This design comes from an exercise in tuning for small area, a short achievable clock period and few clock cycles per item on the open sky130 flow, not from production work. Power and IR drop assume default switching activity.

==> 02-09: inputs <==
==> flow/design.v <==
module apt_frame_parser (
    input  wire        clk,
    input  wire        rst,
    input  wire        in_valid,
    input  wire [7:0]  in_data,
    output wire        in_ready,
    output wire        out_valid,
    input  wire        out_ready,
    output reg  [1:0]  out_kind,
    output wire [1:0]  out_err,
    output reg  [15:0] out_msgid,
    output reg  [6:0]  out_dest,
    output reg  [7:0]  out_source,
    output reg         out_long,
    output reg  [7:0]  out_param1,
    output reg  [7:0]  out_param2,
    output reg  [63:0] out_f0,
    output reg  [31:0] out_f1,
    output reg  [31:0] out_f2,
    output wire [31:0] out_f3,
    output wire [12:0] out_status
);
    reg         oval;        
    reg         rdy;         
    reg         inpay;       
    reg         far;         
    reg  [15:0] q;           
    reg         fix;         
    reg         fixlast;     
    reg  [7:0]  nx0;         
    reg         kn;          
    reg         err_enum;    
    reg  [12:0] st;          
    reg  [2:0]  f3h;         
    assign in_ready   = rdy;
    assign out_valid  = oval;
    assign out_err    = {err_enum, !err_enum};
    assign out_status = st;
    assign out_f3     = {16'd0, f3h, st};
    wire        take = in_valid && rdy;
    wire [7:0]  d    = in_data;
    wire [15:0] len  = {out_param2, out_param1};
    wire        hdr5 = !inpay && q[2:0] == 3'd5;
    wire        last = hdr5 ? (!out_long || len == 16'd0) : (inpay && q == len);
    wire        at0  = !inpay && q[2:0] == 3'd0;
    function h(input integer k);
        h = !inpay && q[2:0] == k;
    endfunction
    function p(input integer k);
        p = inpay && !far && q[3:0] == k - 5;
    endfunction
    wire        c1  = kn && out_msgid[3:0] == 4'h1;
    wire        c2  = kn && out_msgid[3:0] == 4'h2;
    wire        c3  = kn && out_msgid[3:0] == 4'h3;
    wire        c4  = kn && out_msgid[3:0] == 4'h4;
    wire        c5  = kn && out_msgid[3:0] == 4'h5;
    wire        c6  = kn && out_msgid[3:0] == 4'h6;
    wire        c7  = kn && out_msgid[3:0] == 4'h7;
    wire        c8  = kn && out_msgid[3:0] == 4'h8;
    wire        c2378 = c2 | c3 | c7 | c8;
    wire        c237  = c2 | c3 | c7;
    wire        c37   = c3 | c7;
    wire        n15   = !(c1 | c5);
    wire        kn_d = d == 8'h10 && nx0[7:4] == 4'h0 &&
                       nx0[3:0] != 4'h0 && nx0[3:0] <= 4'h8;
    wire        l4   = len[15:2] == 14'd0;
    wire        l6   = len[15:3] == 13'd0 && len[2:1] != 2'b11;
    wire        l8   = len[15:3] == 13'd0;
    wire        l14  = len[15:4] == 12'd0 && len[3:1] != 3'b111;
    wire        lshort = c2 ? l6 : c4 ? l4 : c8 ? l8 : l14;
    wire        too_short = (c2 | c3 | c4 | c6 | c7 | c8) && (!out_long || lshort);
    wire        bad_enum  = c1 && out_param2 != 8'd1 && out_param2 != 8'd2;
    wire [10:0] lo5 = {3'd0, out_f1[7:0]} + {1'b0, out_f1[7:0], 2'b00};
    wire [10:0] hi5 = {3'd0, out_f1[15:8]} + {1'b0, out_f1[15:8], 2'b00}
                    + {8'd0, out_f1[18:16]};
    wire [7:0]  dz = d & {8{inpay}};
    wire        p9c4 = take && p(9) && c4;
    wire        oval_nx = (oval && !out_ready) || (take && last && !p9c4) ||
                          (fix && fixlast);
    wire        at0_nx  = take ? last : at0;
    always @(posedge clk) begin
        if (rst) begin
            oval    <= 1'b0;
            rdy     <= 1'b1;
            inpay   <= 1'b0;
            far     <= 1'b0;
            q       <= 16'd0;
            fix     <= 1'b0;
            fixlast <= 1'b0;
        end else begin
            oval    <= oval_nx;
            rdy     <= !oval_nx || at0_nx;
            fix     <= p9c4;
            fixlast <= p9c4 && last;
            if (take) begin
                if (last) begin
                    inpay <= 1'b0;
                    far   <= 1'b0;
                    q     <= 16'd0;
                end else if (hdr5) begin
                    inpay <= 1'b1;
                    q     <= 16'd1;
                end else begin
                    q     <= q + 16'd1;
                    if (inpay && q[3:0] == 4'd14)
                        far <= 1'b1;
                end
            end
        end
    end
    always @(posedge clk) begin
      if (take) begin
        if (h(0)) nx0 <= d;
        if (h(1)) begin
            out_msgid <= {d, nx0};
            kn        <= kn_d;
        end
        if (h(2)) out_param1 <= d;
        if (h(3)) out_param2 <= d;
        if (h(4)) begin
            out_long <= d[7];
            out_dest <= d[6:0];
        end
        if (h(5)) begin
            out_source <= d;
            out_kind   <= !kn ? 2'd1 : (too_short || bad_enum) ? 2'd2 : 2'd0;
            err_enum   <= !too_short;
        end
        if (h(2))
            out_f0[7:0] <= {d[7:4] & {4{!c5}}, d[3:0]};
        else if (p(6) && n15)
            out_f0[7:0] <= d;
        else if (p(7) && c4)
            out_f0[7:0] <= lo5[7:0];
        if (p(8) && c4)
            out_f0[15:8] <= hi5[7:0];
        else if (h(2) || (p(7) && n15))
            out_f0[15:8] <= dz;
        if (p(8) && c4)
            out_f0[23:16] <= {5'd0, hi5[10:8]};
        else if (h(2) || (p(8) && c6))
            out_f0[23:16] <= dz;
        if (h(2) || (p(9) && c6))  out_f0[31:24] <= dz;
        if (h(2) || (p(10) && c6)) out_f0[39:32] <= dz;
        if (h(2) || (p(11) && c6)) out_f0[47:40] <= dz;
        if (h(2) || (p(12) && c6)) out_f0[55:48] <= dz;
        if (h(2) || (p(13) && c6)) out_f0[63:56] <= dz;
        if (h(3))
            out_f1[7:0] <= {7'd0, d == 8'd1};
        else if ((p(7) || p(9)) && c4)
            out_f1[7:0] <= lo5[7:0];
        else if ((p(6) && c4) || (p(8) && n15) || (p(14) && c6))
            out_f1[7:0] <= d;
        if (h(3) || (p(7) && c4) || (p(9) && (c2378 || c4)) || (p(15) && c6))
            out_f1[15:8] <= dz;
        if ((p(7) || p(9)) && c4)
            out_f1[23:16] <= {5'd0, lo5[10:8]};
        else if (p(15) && c6)
            out_f1[23:16] <= {8{d[7]}};
        else if (h(3) || (p(10) && c237))
            out_f1[23:16] <= dz;
        if (p(15) && c6)
            out_f1[31:24] <= {8{d[7]}};
        else if (h(3) || (p(11) && c237))
            out_f1[31:24] <= dz;
        if ((p(10) && c8) || (p(12) && c37) || (p(16) && c6))
            out_f2[7:0] <= d;
        if ((p(11) && c8) || (p(13) && c37) || (p(17) && c6))
            out_f2[15:8] <= d;
        if (h(4) || (p(14) && c3) || (p(18) && c6))
            out_f2[23:16] <= dz;
        if (h(4) || (p(15) && c3) || (p(19) && c6))
            out_f2[31:24] <= dz;
        if (p(12) && c8)
            st[7:0] <= d;
        if (p(13) && c8)
            {f3h, st[12:8]} <= d;
        if (p(16) && c37)
            st[5:0] <= {d[7:4], d[1:0]};
        if (p(17) && c37)
            st[10:6] <= {d[6:4], d[2:1]};
        if (p(19) && c37)
            st[12:11] <= {d[7], d[0]};
    end
        if (fix)
            out_f1[23:8] <= {5'd0, hi5};
    end
endmodule
==> flow/flow/run.sh <==
#!/bin/bash
# The standard layout (the standard.sh) with two changes: port buffers of
# sky130_fd_sc_hd__buf_2, and no full/half-adder cell extraction in synthesis
# (ADDER_MAP_FILE empty), so abc maps the adders for speed.
set -uo pipefail
bash standard.sh "BUFFER_PORTS_ARGS=-buffer_cell sky130_fd_sc_hd__buf_2" "ADDER_MAP_FILE=" finish > standard.log 2>&1
==> flow/standard.sh <==
#!/bin/bash
# synth_recipe.tcl (not shown) runs the flow's synth.tcl, then flattens the netlist and writes it again
# the make line also repeats each setting of config.mk as NAME=value (left out here)
make -C /OpenROAD-flow-scripts/flow DESIGN_CONFIG=/design/flow/config.mk WORK_HOME=/design/flow/orfs CLKGATE_MAP_FILE= SYNTH_SCRIPT=/design/flow/synth_recipe.tcl "${@:-finish}"
==> flow/config.mk <==
export PLATFORM = sky130hd
export DESIGN_NAME = apt_frame_parser
export DESIGN_NICKNAME = apt_frame_parser
export VERILOG_FILES = /design/flow/design.v
export SDC_FILE = /design/flow/constraint.sdc
export NUM_CORES = 4
export LEC_CHECK = 0
export ABC_CLOCK_PERIOD_IN_PS = 2000
export CAP_MARGIN = 20
export CORE_MARGIN = 2
export CORE_UTILIZATION = 40
export CTS_CLUSTER_DIAMETER = 80
export CTS_CLUSTER_SIZE = 24
export PLACE_DENSITY = 0.6
export SETUP_SLACK_MARGIN = 2.5
export SLEW_MARGIN = 20
==> flow/constraint.sdc <==
create_clock -name core_clock -period 4.5 [get_ports {clk}]
set_input_delay 0.9000 -clock core_clock [delete_from_list [all_inputs] [get_ports {clk}]]
set_output_delay 0.9000 -clock core_clock [all_outputs]
set_load 0.01 [all_outputs]
==> inputs of 05-26, as changes to 02-09 <==
--- a/flow/design.v
+++ b/flow/design.v
@@ -22,15 +22,13 @@
 );
     reg         oval;        
-    reg         rdy;         
     reg         inpay;       
     reg         far;         
+    reg         kn;          
     reg  [15:0] q;           
-    reg         fix;         
-    reg         fixlast;     
-    reg  [7:0]  nx0;         
-    reg         kn;          
     reg         err_enum;    
     reg  [12:0] st;          
     reg  [2:0]  f3h;         
+    reg  [7:0]  nx0;
+    reg         rdy;
     assign in_ready   = rdy;
     assign out_valid  = oval;
@@ -38,15 +36,14 @@
     assign out_status = st;
     assign out_f3     = {16'd0, f3h, st};
-    wire        take = in_valid && rdy;
+    wire        take = in_valid && in_ready;
     wire [7:0]  d    = in_data;
     wire [15:0] len  = {out_param2, out_param1};
     wire        hdr5 = !inpay && q[2:0] == 3'd5;
     wire        last = hdr5 ? (!out_long || len == 16'd0) : (inpay && q == len);
-    wire        at0  = !inpay && q[2:0] == 3'd0;
     function h(input integer k);
-        h = !inpay && q[2:0] == k;
+        h = take && !inpay && q[2:0] == k;
     endfunction
     function p(input integer k);
-        p = inpay && !far && q[3:0] == k - 5;
+        p = take && inpay && !far && q[3:0] == k - 5;
     endfunction
     wire        c1  = kn && out_msgid[3:0] == 4'h1;
@@ -58,8 +55,5 @@
     wire        c7  = kn && out_msgid[3:0] == 4'h7;
     wire        c8  = kn && out_msgid[3:0] == 4'h8;
-    wire        c2378 = c2 | c3 | c7 | c8;
-    wire        c237  = c2 | c3 | c7;
-    wire        c37   = c3 | c7;
-    wire        n15   = !(c1 | c5);
+    wire        known = kn;
     wire        kn_d = d == 8'h10 && nx0[7:4] == 4'h0 &&
                        nx0[3:0] != 4'h0 && nx0[3:0] <= 4'h8;
@@ -71,28 +65,27 @@
     wire        too_short = (c2 | c3 | c4 | c6 | c7 | c8) && (!out_long || lshort);
     wire        bad_enum  = c1 && out_param2 != 8'd1 && out_param2 != 8'd2;
-    wire [10:0] lo5 = {3'd0, out_f1[7:0]} + {1'b0, out_f1[7:0], 2'b00};
-    wire [10:0] hi5 = {3'd0, out_f1[15:8]} + {1'b0, out_f1[15:8], 2'b00}
-                    + {8'd0, out_f1[18:16]};
+    wire [10:0] adc_lo = {3'd0, out_f1[7:0]} + {1'b0, out_f1[7:0], 2'b00};
+    wire [10:0] adc_hi = {3'd0, d} + {1'b0, d, 2'b00} + {8'd0, adc_lo[10:8]};
+    wire [18:0] adc = {adc_hi, adc_lo[7:0]};
     wire [7:0]  dz = d & {8{inpay}};
-    wire        p9c4 = take && p(9) && c4;
-    wire        oval_nx = (oval && !out_ready) || (take && last && !p9c4) ||
-                          (fix && fixlast);
-    wire        at0_nx  = take ? last : at0;
+    wire        at0 = !inpay && q[2:0] == 3'd0;
+    always @(posedge clk) begin
+        if (rst)
+            rdy <= 1'b1;
+        else
+            rdy <= (take && last) || !oval || out_ready || (at0 && !take);
+    end
     always @(posedge clk) begin
         if (rst) begin
-            oval    <= 1'b0;
-            rdy     <= 1'b1;
-            inpay   <= 1'b0;
-            far     <= 1'b0;
-            q       <= 16'd0;
-            fix     <= 1'b0;
-            fixlast <= 1'b0;
+            oval  <= 1'b0;
+            inpay <= 1'b0;
+            far   <= 1'b0;
+            q     <= 16'd0;
         end else begin
-            oval    <= oval_nx;
-            rdy     <= !oval_nx || at0_nx;
-            fix     <= p9c4;
-            fixlast <= p9c4 && last;
+            if (out_ready)
+                oval <= 1'b0;
             if (take) begin
                 if (last) begin
+                    oval  <= 1'b1;
                     inpay <= 1'b0;
                     far   <= 1'b0;
@@ -109,13 +102,16 @@
         end
     end
+    wire c2378 = c2 | c3 | c7 | c8;
+    wire c237  = c2 | c3 | c7;
+    wire c37   = c3 | c7;
+    wire n15   = !(c1 | c5);
     always @(posedge clk) begin
-      if (take) begin
         if (h(0)) nx0 <= d;
         if (h(1)) begin
-            out_msgid <= {d, nx0};
-            kn        <= kn_d;
+            out_msgid       <= {d, nx0};
+            kn              <= kn_d;
         end
-        if (h(2)) out_param1 <= d;
-        if (h(3)) out_param2 <= d;
+        if (h(2)) out_param1      <= d;
+        if (h(3)) out_param2      <= d;
         if (h(4)) begin
             out_long <= d[7];
@@ -124,5 +120,5 @@
         if (h(5)) begin
             out_source <= d;
-            out_kind   <= !kn ? 2'd1 : (too_short || bad_enum) ? 2'd2 : 2'd0;
+            out_kind   <= !known ? 2'd1 : (too_short || bad_enum) ? 2'd2 : 2'd0;
             err_enum   <= !too_short;
         end
@@ -132,11 +128,11 @@
             out_f0[7:0] <= d;
         else if (p(7) && c4)
-            out_f0[7:0] <= lo5[7:0];
-        if (p(8) && c4)
-            out_f0[15:8] <= hi5[7:0];
+            out_f0[7:0] <= adc[7:0];
+        if (p(7) && c4)
+            out_f0[15:8] <= adc[15:8];
         else if (h(2) || (p(7) && n15))
             out_f0[15:8] <= dz;
-        if (p(8) && c4)
-            out_f0[23:16] <= {5'd0, hi5[10:8]};
+        if (p(7) && c4)
+            out_f0[23:16] <= {5'd0, adc[18:16]};
         else if (h(2) || (p(8) && c6))
             out_f0[23:16] <= dz;
@@ -148,12 +144,14 @@
         if (h(3))
             out_f1[7:0] <= {7'd0, d == 8'd1};
-        else if ((p(7) || p(9)) && c4)
-            out_f1[7:0] <= lo5[7:0];
+        else if (p(9) && c4)
+            out_f1[7:0] <= adc[7:0];
         else if ((p(6) && c4) || (p(8) && n15) || (p(14) && c6))
             out_f1[7:0] <= d;
-        if (h(3) || (p(7) && c4) || (p(9) && (c2378 || c4)) || (p(15) && c6))
+        if (p(9) && c4)
+            out_f1[15:8] <= adc[15:8];
+        else if (h(3) || (p(9) && c2378) || (p(15) && c6))
             out_f1[15:8] <= dz;
-        if ((p(7) || p(9)) && c4)
-            out_f1[23:16] <= {5'd0, lo5[10:8]};
+        if (p(9) && c4)
+            out_f1[23:16] <= {5'd0, adc[18:16]};
         else if (p(15) && c6)
             out_f1[23:16] <= {8{d[7]}};
@@ -183,6 +181,3 @@
             st[12:11] <= {d[7], d[0]};
     end
-        if (fix)
-            out_f1[23:8] <= {5'd0, hi5};
-    end
 endmodule
==> flow/flow/run.sh (replaced) <==
#!/bin/bash
# The standard layout (the standard.sh) with two changes: port buffers of
# sky130_fd_sc_hd__buf_1, and no full/half-adder cell extraction in synthesis
# (ADDER_MAP_FILE empty), so abc maps the adders for speed.
set -uo pipefail
bash standard.sh "BUFFER_PORTS_ARGS=-buffer_cell sky130_fd_sc_hd__buf_1" "ADDER_MAP_FILE=" finish > standard.log 2>&1
- SETUP_SLACK_MARGIN: 2.5 -> 2.2
==> qor summary <==
                                                                         02-09                      05-26
Status                                                timing/DRC/antenna clean   timing/DRC/antenna clean
Die Span Y                                                              164 um                     162 um
Final cycle utilization of the critical path                             56.1%                      62.1%
Area fraction of clock buffers and clock inverters                       3.22%                      3.78%
Data arrival time of the critical path                                 2790 ps                    3130 ps
Fraction of the mapped netlist area in adder cells                      0.292%                     0.314%
Pin count of the biggest net entering global routing                        27                         26
Pre-CTS setup slack                                                    1700 ps                    1110 ps
Static Leakage                                                      0.00599 uW                 0.00438 uW
Sequential-cell power consumption                                      2300 uW                    2260 uW
Endpoint of the worst-slack reg-to-reg timing path                  out_f1[15]                 out_f0[15]
Flops & latches, synth                                                     226                        224
Met2 capacity usage during global routing                                37.9%                      34.1%
Beginning of the critical path                                       out_f1[9]                  out_f1[0]
Reg2Reg Launch Point                                                 out_f1[9]                  out_f1[0]
Multi-input logic portion of the cell area                               29.6%                      30.0%
Count of multi-input combinational gates                                   556                        535
Peak supply drop                                                      0.259 mV                   0.313 mV
Power of the combinational group                                        239 uW                     217 uW
Combined global-route utilization of all metal layers                    23.0%                      21.2%
Metal2 WL                                                              16.1 mm                    13.4 mm
Non-clock buffers, area share                                            20.4%                      12.0%
Slowest CP cell                                        sky130_fd_sc_hd__or4b_4  sky130_fd_sc_hd__edfxtp_1
Most common cell after layout, fill and taps aside      sky130_fd_sc_hd__buf_2     sky130_fd_sc_hd__buf_1
Function was not checked in any run of this note: the RTL went through the layout flow alone.

## separate check: timing with driven ports
The flow's constraints put no driver on any port. The routed layouts listed below were extracted and timed again, unchanged, in two steps. Step 1 assumes that a clkbuf_16 drives the clock port and a buf_2 every other input. Step 2, shift: input delay + t, output delay - t, t = (earliest + latest rising clock arrival at the registers) / 2. This alone moves slack from input paths to output paths. a / b / c = no drivers / after step 1 / after step 2; a / b = the first two.
| run | t (ns) | setup WS [ns] | latest minus earliest clock arrival (ns) |
|---|---|---|---|
| 02-09 | 0.534 | 1.976 / 1.976 / 1.974 | 0.032 / 0.033 |
| 05-26 | 0.536 | 1.707 / 1.707 / 1.330 | 0.027 / 0.027 |
After both steps every run listed still meets setup and hold. For 05-26, which loses most, drivers alone change the setup slack by 0.000 ns; drivers and shift together by -0.377 ns.
